This design comes from an exercise in tuning for small area, a short achievable clock period and few clock cycles per item on the open sky130 flow, not from production work.
Function was checked by simulation only, so behaviour that the tests miss may differ from the original.

<file path="flow/config.mk">
export PLATFORM = sky130hd
export DESIGN_NAME = xover_f32
export DESIGN_NICKNAME = xover_f32
export VERILOG_FILES = /design/flow/design.v
export SDC_FILE = /design/flow/constraint.sdc
export NUM_CORES = 4
export LEC_CHECK = 0
export CAP_MARGIN = 20
export CORE_MARGIN = 2
export CORE_UTILIZATION = 40
export SLEW_MARGIN = 20
</file>
<file path="flow/run.sh">
#!/bin/bash
# synth_recipe.tcl (not shown) runs the flow's synth.tcl, then flattens the netlist and writes it again
# the make line also repeats each setting of config.mk as NAME=value (left out here)
make -C /OpenROAD-flow-scripts/flow DESIGN_CONFIG=/design/flow/config.mk WORK_HOME=/design/flow/orfs CLKGATE_MAP_FILE= SYNTH_SCRIPT=/design/flow/synth_recipe.tcl finish
</file>
<file path="flow/constraint.sdc">
create_clock -name core_clock -period 25.0 [get_ports {clk}]
set_input_delay 5.0000 -clock core_clock [delete_from_list [all_inputs] [get_ports {clk}]]
set_output_delay 5.0000 -clock core_clock [all_outputs]
set_load 0.01 [all_outputs]
</file>
<file path="flow/design.v">
module fp32_mul (
    input  wire [31:0] a,
    input  wire [31:0] b,
    output reg  [31:0] y
);
    wire        sa = a[31];
    wire        sb = b[31];
    wire [7:0]  ea = a[30:23];
    wire [7:0]  eb = b[30:23];
    wire [22:0] fa = a[22:0];
    wire [22:0] fb = b[22:0];
    wire a_nan  = (ea == 8'hFF) && (fa != 0);
    wire b_nan  = (eb == 8'hFF) && (fb != 0);
    wire a_inf  = (ea == 8'hFF) && (fa == 0);
    wire b_inf  = (eb == 8'hFF) && (fb == 0);
    wire a_zero = (ea == 8'h00) && (fa == 0);
    wire b_zero = (eb == 8'h00) && (fb == 0);
    wire sy     = sa ^ sb;
    wire [23:0] ma = {(ea != 0), fa};
    wire [23:0] mb = {(eb != 0), fb};
    wire [9:0]  xa = (ea == 0) ? 10'd1 : {2'b00, ea};
    wire [9:0]  xb = (eb == 0) ? 10'd1 : {2'b00, eb};
    wire [47:0] prod = ma * mb;
    function [5:0] lzc48(input [47:0] v);
        integer i;
        reg     found;
        begin
            lzc48 = 6'd48;
            found = 1'b0;
            for (i = 47; i >= 0; i = i - 1)
                if (!found && v[i]) begin
                    lzc48 = 6'd47 - i[5:0];
                    found = 1'b1;
                end
        end
    endfunction
    reg [5:0]          lz;
    reg [47:0]         pn;       
    reg signed [11:0]  be;       
    reg [11:0]         sh;       
    reg [47:0]         ps;
    reg                st;       
    reg [7:0]          efield;
    reg [23:0]         keep;
    reg                g, s, inc;
    integer            k;
    always @* begin
        lz = lzc48(prod);
        pn = prod << lz;
        be = $signed({2'b00, xa}) + $signed({2'b00, xb}) - 12'sd126 - $signed({6'd0, lz});
        ps = pn;
        st = 1'b0;
        sh = 12'd0;
        efield = 8'd0;
        if (be >= 1) begin
            efield = be[7:0];
        end else begin
            sh = 12'd1 - be;
            if (sh > 12'd48) sh = 12'd48;
            for (k = 0; k < 48; k = k + 1)
                if (k < sh) st = st | pn[k];
            ps = pn >> sh;
        end
        keep = ps[47:24];
        g    = ps[23];
        s    = (|ps[22:0]) | st;
        inc  = g & (s | keep[0]);
        if (a_nan || b_nan || (a_inf && b_zero) || (b_inf && a_zero))
            y = 32'h7FC00000;
        else if (a_inf || b_inf)
            y = {sy, 8'hFF, 23'd0};
        else if (a_zero || b_zero)
            y = {sy, 31'd0};
        else if (be >= 255)
            y = {sy, 8'hFF, 23'd0};
        else
            y = {sy, {efield, keep[22:0]} + {30'd0, inc}};
    end
endmodule
module fp32_add (
    input  wire [31:0] a,
    input  wire [31:0] b,
    input  wire        sub,
    output reg  [31:0] y
);
    wire [31:0] bb = {b[31] ^ sub, b[30:0]};
    wire a_nan = (a[30:23] == 8'hFF) && (a[22:0] != 0);
    wire b_nan = (bb[30:23] == 8'hFF) && (bb[22:0] != 0);
    wire a_inf = (a[30:23] == 8'hFF) && (a[22:0] == 0);
    wire b_inf = (bb[30:23] == 8'hFF) && (bb[22:0] == 0);
    wire        swap  = (bb[30:0] > a[30:0]);
    wire [31:0] opl   = swap ? bb : a;
    wire [31:0] ops = swap ? a : bb;
    wire        sbig = opl[31];
    wire        eff_sub = opl[31] ^ ops[31];
    wire [7:0]  ebig = (opl[30:23] == 0) ? 8'd1 : opl[30:23];
    wire [7:0]  esml = (ops[30:23] == 0) ? 8'd1 : ops[30:23];
    wire [23:0] mbig = {(opl[30:23] != 0), opl[22:0]};
    wire [23:0] msml = {(ops[30:23] != 0), ops[22:0]};
    wire [7:0]  d    = ebig - esml;
    wire [26:0] msml_x = {msml, 3'b000};
    function [4:0] lzc27(input [26:0] v);
        integer i;
        reg     found;
        begin
            lzc27 = 5'd27;
            found = 1'b0;
            for (i = 26; i >= 0; i = i - 1)
                if (!found && v[i]) begin
                    lzc27 = 5'd26 - i[4:0];
                    found = 1'b1;
                end
        end
    endfunction
    reg [26:0] abig, asml;    
    reg        st;
    reg [27:0] sum;
    reg [26:0] norm;
    reg [9:0]  e;
    reg [4:0]  lz;
    reg [4:0]  shl;
    reg [7:0]  efield;
    reg [23:0] keep;
    reg        g, s, inc;
    integer    k;
    always @* begin
        abig = {mbig, 3'b000};
        st   = 1'b0;
        for (k = 0; k < 27; k = k + 1)
            if (k < d) st = st | msml_x[k];
        asml = msml_x >> ((d > 8'd27) ? 8'd27 : d);
        asml[0] = asml[0] | st;
        sum = eff_sub ? ({1'b0, abig} - {1'b0, asml}) : ({1'b0, abig} + {1'b0, asml});
        e   = {2'b00, ebig};
        lz  = 5'd0;
        shl = 5'd0;
        if (sum[27]) begin
            norm = sum[27:1] | {26'd0, sum[0]};
            e    = e + 10'd1;
        end else begin
            lz  = lzc27(sum[26:0]);
            shl = ({3'b000, lz} > ebig - 8'd1) ? (ebig[4:0] - 5'd1) : lz;
            norm = sum[26:0] << shl;
            e    = e - {5'd0, shl};
        end
        efield = norm[26] ? e[7:0] : 8'd0;
        keep = norm[26:3];
        g    = norm[2];
        s    = |norm[1:0];
        inc  = g & (s | keep[0]);
        if (a_nan || b_nan || (a_inf && b_inf && (a[31] != bb[31])))
            y = 32'h7FC00000;
        else if (a_inf)
            y = a;
        else if (b_inf)
            y = bb;
        else if (sum == 28'd0)
            y = eff_sub ? 32'h00000000 : {sbig, 31'd0};
        else if (e >= 10'd255)
            y = {sbig, 8'hFF, 23'd0};
        else
            y = {sbig, {efield, keep[22:0]} + {30'd0, inc}};
    end
endmodule
module xover_f32 (
    input  wire        clk,
    input  wire        rst,         
    input  wire        cfg_we,
    input  wire [3:0]  cfg_addr,
    input  wire [31:0] cfg_data,
    input  wire        clear,       
    input  wire        in_valid,
    output wire        in_ready,
    input  wire [31:0] in_x,
    output reg         out_valid,
    output reg  [31:0] out_low,
    output reg  [31:0] out_mid,
    output reg  [31:0] out_high
);
    localparam S_B0X  = 4'd0;    
    localparam S_Y    = 4'd1;    
    localparam S_B1X  = 4'd2;    
    localparam S_A1Y  = 4'd3;    
    localparam S_T1   = 4'd4;    
    localparam S_S1   = 4'd5;    
    localparam S_B2X  = 4'd6;    
    localparam S_A2Y  = 4'd7;    
    localparam S_S2   = 4'd8;    
    localparam S_MID1 = 4'd9;    
    localparam S_MID2 = 4'd10;   
    reg [31:0] coef [0:9];
    reg [31:0] s1 [0:3];
    reg [31:0] s2 [0:3];
    reg        busy;
    reg [1:0]  sec;              
    reg [3:0]  step;
    reg [31:0] x_r;              
    reg [31:0] u;                
    reg [31:0] y_r;              
    reg [31:0] p, q;
    reg [31:0] low_r, high_r;
    assign in_ready = !busy;
    wire [3:0] cbase = sec[1] ? 4'd5 : 4'd0;
    reg  [31:0] mul_a, mul_b;
    reg  [31:0] add_a, add_b;
    reg         add_sub;
    wire [31:0] mul_y, add_y;
    always @* begin
        mul_a   = u;
        mul_b   = coef[cbase];
        add_a   = p;
        add_b   = s1[sec];
        add_sub = 1'b0;
        case (step)
            S_B0X:  begin mul_a = u;   mul_b = coef[cbase];        end
            S_B1X:  begin mul_a = u;   mul_b = coef[cbase + 4'd1]; end
            S_B2X:  begin mul_a = u;   mul_b = coef[cbase + 4'd2]; end
            S_A1Y:  begin mul_a = y_r; mul_b = coef[cbase + 4'd3]; end
            S_A2Y:  begin mul_a = y_r; mul_b = coef[cbase + 4'd4]; end
            default: ;
        endcase
        case (step)
            S_Y:    begin add_a = p;   add_b = s1[sec]; add_sub = 1'b0; end
            S_T1:   begin add_a = p;   add_b = q;       add_sub = 1'b1; end
            S_S1:   begin add_a = p;   add_b = s2[sec]; add_sub = 1'b0; end
            S_S2:   begin add_a = p;   add_b = q;       add_sub = 1'b1; end
            S_MID1: begin add_a = x_r; add_b = low_r;   add_sub = 1'b1; end
            S_MID2: begin add_a = p;   add_b = high_r;  add_sub = 1'b1; end
            default: ;
        endcase
    end
    fp32_mul u_mul (.a(mul_a), .b(mul_b), .y(mul_y));
    fp32_add u_add (.a(add_a), .b(add_b), .sub(add_sub), .y(add_y));
    integer i;
    always @(posedge clk) begin
        if (rst) begin
            busy      <= 1'b0;
            sec       <= 2'd0;
            step      <= 4'd0;
            out_valid <= 1'b0;
            for (i = 0; i < 10; i = i + 1)
                coef[i] <= 32'd0;
            for (i = 0; i < 4; i = i + 1) begin
                s1[i] <= 32'd0;
                s2[i] <= 32'd0;
            end
        end else begin
            out_valid <= 1'b0;
            if (cfg_we && !busy && cfg_addr < 4'd10)
                coef[cfg_addr] <= cfg_data;
            if (clear && !busy) begin
                for (i = 0; i < 4; i = i + 1) begin
                    s1[i] <= 32'd0;
                    s2[i] <= 32'd0;
                end
            end
            if (!busy) begin
                if (in_valid) begin
                    busy <= 1'b1;
                    x_r  <= in_x;
                    u    <= in_x;
                    sec  <= 2'd0;
                    step <= S_B0X;
                end
            end else begin
                step <= step + 4'd1;
                case (step)
                    S_B0X, S_B1X, S_B2X: p <= mul_y;
                    S_A1Y, S_A2Y:        q <= mul_y;
                    S_Y:                 y_r <= add_y;
                    S_T1:                p <= add_y;
                    S_S1:                s1[sec] <= add_y;
                    S_S2: begin
                        s2[sec] <= add_y;
                        sec     <= sec + 2'd1;
                        step    <= S_B0X;
                        case (sec)
                            2'd0: u <= y_r;
                            2'd1: begin low_r <= y_r; u <= x_r; end
                            2'd2: u <= y_r;
                            2'd3: begin high_r <= y_r; step <= S_MID1; end
                        endcase
                    end
                    S_MID1:              p <= add_y;
                    S_MID2: begin
                        busy      <= 1'b0;
                        out_valid <= 1'b1;
                        out_low   <= low_r;
                        out_mid   <= add_y;
                        out_high  <= high_r;
                    end
                    default: ;
                endcase
            end
        end
    end
endmodule
</file>
==> metrics.md <==
| Metric | Value |
|---|---|
| Critical Path AT | `22900 ps` |
| Global route overflow | `0` |
| Nets@finish | `9280` |
| Post-DR wirelength/cell | `29.9 um` |
| Layout cells sized above 1 | `7.52%` |
| Distinct cells, synth | `121` |
| Slew @ Worst Pin | `1210 ps` |
| R2R depth | `78` |
| Design area | `0.0866 mm^2` |
| Pre-CTS worst setup slack | `3130 ps` |
| Crit-path max cell delay | `930 ps` |
| Flop and latch count out of synthesis | `906` |
| Core Area | `0.195 mm^2` |
| ANT nets after route | `0` |
| Most used cell, CP | `a21oi_1` |
| CP max stage cell | `nor2b_1` |
| Final worst slack | `2530 ps` |
| Post CTS Setup Buffer Count | `0` |
| Crit-path max FO | `29` |
| First-pass GRT wire length | `481000 um` |
| Syn Nets | `9323` |
| Number of buffers created by CTS | `96` |
| EDFF count, synth | `896` |
| Root buffer cell | `clkbuf_16` |
| Mapped Cells | `8456` |
| Vias/cell | `6.31` |
| Die Area | `0.200 mm^2` |
| Crit end category | `register` |
| Placed inst area | `0.0835 mm^2` |
| CTS resizes | `0` |
| Routability cong. | `1.03` |
| Post-synthesis adder-cell area fraction | `17.3%` |
| Synth Area in Simple Gates | `17.8%` |
| Die Ht | `448 um` |
| Largest net degree at the start of global routing | `89` |
| Crit path time final | `22470 ps` |
| Initial DRC Count | `8846` |
| Slew Limit Fails | `0` |
| DP HPWL | `247000 um` |
| Final setup skew | `49.5 ps` |
| First-pass DRT Iterations | `8` |
| Number of port buffers | `170` |
| Max frequency | `0.0445 GHz` |
| Synth warnings | `3` |
| Clock Path Buffers | `3` |
| Boundary Pins | `171` |
| Initial core utilization | `40.3%` |
| Total number of vias | `70194` |
| Final Cycle Share | `89.9%` |
| Hold WS | `438 ps` |
| Synth Flop Type | `edfxtp_1` |
| Post-Syn Area | `0.0787 mm^2` |
| Fin cells | `11117` |
| CTS sink cnt | `906` |
| Worst Hold End | `out_low[20]` |
| Synth-to-Final Area Change | `10.1%` |
| Ys async rst share | `0%` |
| Setup-failing EPs final | `0` |
| CTS H-Tree Depth | `3` |
| Worst R2R Setup Slack | `2530 ps` |
| Worst slew margin | `19.1%` |
| Reg clk slew, reported paths | `60 ps` |
| Avg Inst Size Synth | `9.31 um^2` |
| Max-Cap Viols | `0` |
| Multi-input logic area | `0.0469 mm^2` |
| Setup TNS | `0 ps` |
| Critical R2R Capture | `p[22]` |
| Hold Crit Class | `reg -> reg` |
| DRT Wirelength | `332000 um` |
| Startpoint type of the worst setup path | `register` |
| CTS Hold Buffers Added | `0` |
| Status | `complete, no violations` |
| Final hold viol count | `0` |
| # rows | `162` |
| Post-synthesis compound-gate area fraction | `15.4%` |
| Seq. cell area | `0.0271 mm^2` |
| Worst EP required | `25430 ps` |
| Sequential area share after synthesis | `34.4%` |
| CTS tree | `built` |
| Clock latency on the worst-skew pair | `750 ps` |
| M1 WL | `126000 um` |
| Initial antenna violation count | `14` |
| Max Used Layer | `met5` |
| Hold Path Depth | `0` |
| CP Class | `reg -> reg` |
| Met2 Wirelength | `149000 um` |
| Post-route DRC | `0` |
| Worst Hold Launch | `low_r[20]` |
| Die X | `448 um` |
| Vias in the first global route | `68767` |
| Post-synthesis xor/xnor area fraction | `1.55%` |
| Unrepaired setup endpoints after global routing | `false` |
| Largest family of logic cells by synthesized area | `simple AND/OR/NAND/NOR gates` |
| Met3 WL | `32000 um` |
| Final core utilization | `44.4%` |
| # fillers | `18888` |
| Post-synthesis mux area share | `7.26%` |
| R2r startpoint | `step[1]` |
| Post-placement cell count | `10938` |
| Total GRT Usage | `32.7%` |
layout make-up:
cell class | count | share of cell area [%]
timing repair buffer | 379 | 3.79
sequential | 906 | 31.3
antenna | 4 | 0.0116
inverter | 763 | 3.31
tap | 2624 | 3.79
clock buffer | 115 | 2.86
clock inverter | 59 | 0.737
multi-input combinational | 6267 | 54.2
state kept, by name (all words and copies together), names as in the netlist, 32 cells and up, named ones only:
register	count
q	32
u	32
out_high	32
x_r	32
s1	128
low_r	32
coef	320
out_low	32
p	32
y_r	32
high_r	32
s2	128
out_mid	32
layout by cell type (no fill, tap or decap), types with 33 or more instances in the layout:
master           synthesis  routed
xor2_1                  38      38
a22oi_1                 70      70
nor3_1                 208     203
o22ai_1                100     100
inv_1                  754     752
nand2b_1                55      45
nand3_1                197     195
a21oi_1                410     406
fa_1                   487     487
a211oi_1                95      93
nor2_1                1139    1130
mux4_2                  66      66
o31ai_1                 44      44
nor4_1                  77      70
or3_1                   57      53
o21a_1                  41      41
a31oi_1                 75      74
buf_4                    1     207
nand2_1                935     933
and3_1                  54      54
xnor2_1                 96      95
nand4_1                 60      60
a21o_1                  73      73
ha_1                   307     305
o211ai_1               102     102
and2_1                 106     107
clkbuf_16                0      96
or4_1                   33      33
edfxtp_1               896     896
mux2i_1                350     350
or2_2                   37      37
o21ai_0                283     282
clkdlybuf4s50_1          0     170
mux2_2                  64      64
worst max-delay path by stage:
stage          startpoint  endpoint  slack [ps]
2_1_floorplan      sec[1]     p[21]        4830
3_3_place_gp      step[1]     p[22]        3270
3_5_place_dp      step[1]     p[22]        3130
4_1_cts           step[1]     p[22]        2990
5_1_grt           step[1]     p[22]         890
6_report          step[1]     p[22]        2530
critical path, delay by kind of cell (launching register included):
family,cells,cell delay (ps)
AO/OA/AOI/OAI,36,9770
AND/OR/NAND/NOR,24,6030
adder cells (fa/ha/maj),6,2150
multiplexers,3,1540
buffers and inverters,6,1430
XOR/XNOR,3,780
flip-flops,1,360
synth_stat cells (54+ instances only):
library cell | n | area share (%)
nor2_1 | 1139 | 5.4
nand2_1 | 935 | 4.5
edfxtp_1 | 896 | 34
inv_1 | 754 | 3.6
fa_1 | 487 | 12
clkbuf_1 | 415 | 2.0
a21oi_1 | 410 | 2.6
mux2i_1 | 350 | 4.5
ha_1 | 307 | 4.9
o21ai_0 | 283 | 1.8
nor3_1 | 208 | 1.3
nand3_1 | 197 | 1.3
and2_1 | 106 | 0.84
o211ai_1 | 102 | 0.97
o22ai_1 | 100 | 0.80
xnor2_1 | 96 | 1.1
a211oi_1 | 95 | 0.91
nor4_1 | 77 | 0.61
a31oi_1 | 75 | 0.60
a21o_1 | 73 | 0.70
a22oi_1 | 70 | 0.67
mux4_2 | 66 | 1.9
mux2_2 | 64 | 0.92
nand4_1 | 60 | 0.48
or3_1 | 57 | 0.45
nand2b_1 | 55 | 0.44
and3_1 | 54 | 0.43
layer usage:
| layer | vias to the layer above | track usage, % |
|---|---|---|
| li1 | 30085 | - |
| met1 | 34826 | 41.8 |
| met2 | 4309 | 50.9 |
| met3 | 962 | 5.87 |
| met4 | 12 | 21.0 |
| met5 | - | 0 |
logic make-up after synthesis:
logic type      count (synthesis)
flops                         906
simple gates                 3088
xor+xnor                      136
buf+inv                      1283
mux                           480
compound gates               1769
fa+ha+maj                     794
Testbench counts, summed over its fixed seeds: cycles 312,008, items 8,000.

-- port drivers added, routing unchanged --
Ports are ideal in the flow. The routed layout listed here was re-timed in OpenROAD.
Step 1, drivers: a clkbuf_16 drives clk and a buf_2 each remaining input, both assumed.
Step 2 also shifts input and output timing later by t, the mid clock arrival at the registers, as if the neighbouring blocks saw the same clock.
Slacks: ideal / step 1 / step 2; pairs: ideal / step 1.
t, ns: 0.813
slack for setup (ns): 2.531 / 2.531 / 2.531
hold WS [ns]: 0.438 / 0.438 / 0.438
clock arrival spread, ns: 0.058 / 0.058
worst data-port slew with drivers (ns): 0.06
After both steps setup and hold are still met in this run. For this run, drivers alone change the setup slack by 0.000 ns; drivers and shift together by 0.000 ns.
